Source: an optimization exercise on an open RTL-to-GDS flow (aim: a short achievable clock period and few clock cycles per item). Production flows keep margins and buffers that such runs may drop. RTL that was checked went through simulation tests only; none was proved equivalent to the original. Power is estimated from default activity; no workload was simulated.

## the reference run
## remimo_core
module remimo_core (
    input  wire        clk,
    input  wire        rst,         
    output wire        mem_req,
    output wire        mem_we,
    output wire [15:0] mem_addr,
    output wire [15:0] mem_wdata,
    input  wire        mem_ready,
    input  wire [15:0] mem_rdata,
    output wire        halted,
    output wire [1:0]  cause,       
    output wire [15:0] pc,
    output wire [15:0] r0,
    output wire [15:0] r1,
    output wire [15:0] r2,
    output wire [15:0] r3,
    output wire [3:0]  flags        
);
Size: ~900 flip-flops, about 52,000 µm² of cells after synthesis.
Settings: LEC_CHECK=0, CAP_MARGIN=20, CORE_MARGIN=2, CORE_UTILIZATION=30, SETUP_SLACK_MARGIN=5.0, SLEW_MARGIN=20, TNS_END_PERCENT=0; clock period 7.0 ns.
run.sh (not shown) runs the stock make flow with config.mk's settings and CLKGATE_MAP_FILE= SYNTH_SCRIPT=/design/flow/synth_recipe.tcl, a recipe that flattens the netlist after the stock synthesis.
Inputs modified between the reference run and the trial run:
Settings: CORE_UTILIZATION now 40, was 30.
### Flow results
Summary of the trial run over the reference run: combinational fraction of design power did not really move; setup slack went up by 0.13 ns; final routed wire length divided by cell count now larger; sequential share of layout area moved up.
No run of this note included a check of the RTL's function; only the layout flow was run.

Another version of the RTL of remimo_core (not shown whole).
Size in the first run: ~6200 cells after synthesis, roughly 1300 flip-flops, about 67000 sq um of cells after synthesis.
Settings: LEC_CHECK=0, CAP_MARGIN=20, CORE_MARGIN=2, CORE_UTILIZATION=40, SETUP_SLACK_MARGIN=4.0, SLEW_MARGIN=20, TNS_END_PERCENT=0; clock period 7.0 ns.
Testbench counts at the start, summed over its fixed seeds: cycles 110,577, instrs 103,265.
Edit:
CORE_UTILIZATION = 30   (was 40)
SETUP_SLACK_MARGIN = 5.0   (was 4.0)
After rerunning:
- The new run went through all stages and came out clean
- global-route usage falls by 7.7 points
- clock-buffer cell count falls by 13
- first-iteration DRC count goes down by 5.2%
- synthesized area is unchanged
- design area increases by 1.5%
- synthesized cell count stays the same
- clock power shrinks by 3.7%
- power is lower by 0.81%
- final cell count rises by 9.1%
- critical path depth is unchanged
Edit:
CORE_UTILIZATION = 40   (was 30)
PLACE_DENSITY = 0.7   (was unset)
After rerunning: Die area falls by 25%; worst setup slack is worse by 0.15 ns; power is lower by 1.5%; non-clock buffer count fell by 82; via count is about the same; register-to-register slack loses 0.12 ns; clock skew goes down by 0.022 ns.
Edit:
PLACE_DENSITY = unset   (was 0.7)
TNS_END_PERCENT = unset   (was 0)
After rerunning:
- register-to-register slack improved by 0.08 ns
- power increases by 22%
- cell area increases by 24%
- routed wire length increases by 21%
- sequential share of layout area decreases by 8.1 points
- synthesized cell count does not change
- final cell count increases by 9.3%
- maximum frequency increases by 2.9%
Edit:
TNS_END_PERCENT = 0   (was unset)
After rerunning: Setup slack is better by 0.024 ns. Sequential cell count is unchanged. Via count decreases by 12%. Sequential power hardly moves. Clock-buffer cell count rises by 10. Die area does not change. Hold slack loses 0.025 ns. Synthesized area is unchanged. Cell count falls by about 7%. Sequential share of layout area rose by 7.2 points.

Another version of the RTL of remimo_core (not shown whole).
For scale: ~3400 cells after synthesis, roughly 560 flip-flops, roughly 140 I/O pins.
Design remimo_core, start of the top module:
module remimo_core (
    input  wire        clk,
    input  wire        rst,         
    output wire        mem_req,
    output wire        mem_we,
    output wire [15:0] mem_addr,
    output wire [15:0] mem_wdata,
    input  wire        mem_ready,
    input  wire [15:0] mem_rdata,
    output wire        halted,
    output wire [1:0]  cause,       
    output wire [15:0] pc,
    output wire [15:0] r0,
    output wire [15:0] r1,
    output wire [15:0] r2,
    output wire [15:0] r3,
    output wire [3:0]  flags        
);
Settings: LEC_CHECK=0, CAP_MARGIN=20, CORE_MARGIN=2, CORE_UTILIZATION=40, SETUP_SLACK_MARGIN=5.0, SLEW_MARGIN=20; clock period 7.0 ns.
Testbench counts at the start, summed over its fixed seeds: cycles 120,233, instrs 103,265.
Then changed:
Settings changed: CORE_UTILIZATION 40 to 65.
What happened: The new run ended with an error in global routing on GRT-0116. Area after synthesis is unchanged. Synthesized cell count is unchanged.

Another version of the RTL of remimo_core (not shown whole).
For scale: ~3200 cells after synthesis, ~590 flip-flops, roughly 140 I/O pins, about 32000 sq um of cells after synthesis.
Settings: LEC_CHECK=0, CAP_MARGIN=20, CORE_MARGIN=2, CORE_UTILIZATION=40, SETUP_SLACK_MARGIN=5.0, SLEW_MARGIN=20, TNS_END_PERCENT=0; clock period 7.0 ns.
Next try:
- TNS_END_PERCENT: 0 -> unset
Outcome:
- wire length rises by 32%
- cell count went up by about 13%
- setup slack degrades by 0.21 ns
- total power rises by 11%
- area after synthesis does not change
- non-clock buffer count went up by 537
No run of this note included a check of the RTL's function; only the layout flow was run.

==> re-timing with driven ports <==
The results above use ideal ports. As a check the final layouts listed here were re-extracted and re-timed, cells and wires unchanged. Step 1, drivers: a clkbuf_16 drives clk and a buf_2 each remaining input, both assumed. Step 2 moves the port delays by t, midway between the first and last clock arrival at a register: inputs arrive t later, outputs are due t later. That takes back most of the time a late clock gives input paths. Slacks: no drivers / after step 1 / after step 2; pairs: no drivers / after step 1.
run	t (ns)	setup WS [ns]	latest minus earliest clock arrival (ns)	worst data-port slew with drivers (ns)	cell pins on the clock port's net
the reference run	0.779	2.612 / 2.612 / 1.944	0.055 / 0.056	0.10	1
the trial run	0.782	2.746 / 2.746 / 2.005	0.031 / 0.032	0.06	1
the first run of note 2	0.878	3.424 / 3.424 / 2.624	0.053 / 0.052	0.19	1
the second run of note 2	0.903	3.483 / 3.375 / 2.472	0.069 / 0.069	0.29	1
the third run of note 2	0.888	3.331 / 3.248 / 2.360	0.044 / 0.044	0.26	1
the fourth run of note 2	0.889	3.436 / 3.353 / 2.463	0.055 / 0.055	0.35	1
the fifth run of note 2	0.879	3.460 / 3.346 / 2.467	0.056 / 0.056	0.23	1
the first run of note 3	0.746	3.413 / 3.413 / 2.921	0.087 / 0.086	0.07	1
the first run of note 4	0.679	2.948 / 2.948 / 2.271	0.059 / 0.059	0.10	1
the second run of note 4	0.693	2.742 / 2.742 / 2.402	0.025 / 0.024	0.09	1
After both steps setup and hold are still met in every run listed. For the second run of note 2, which loses most, drivers alone change the setup slack by -0.108 ns; drivers and shift together by -1.011 ns.
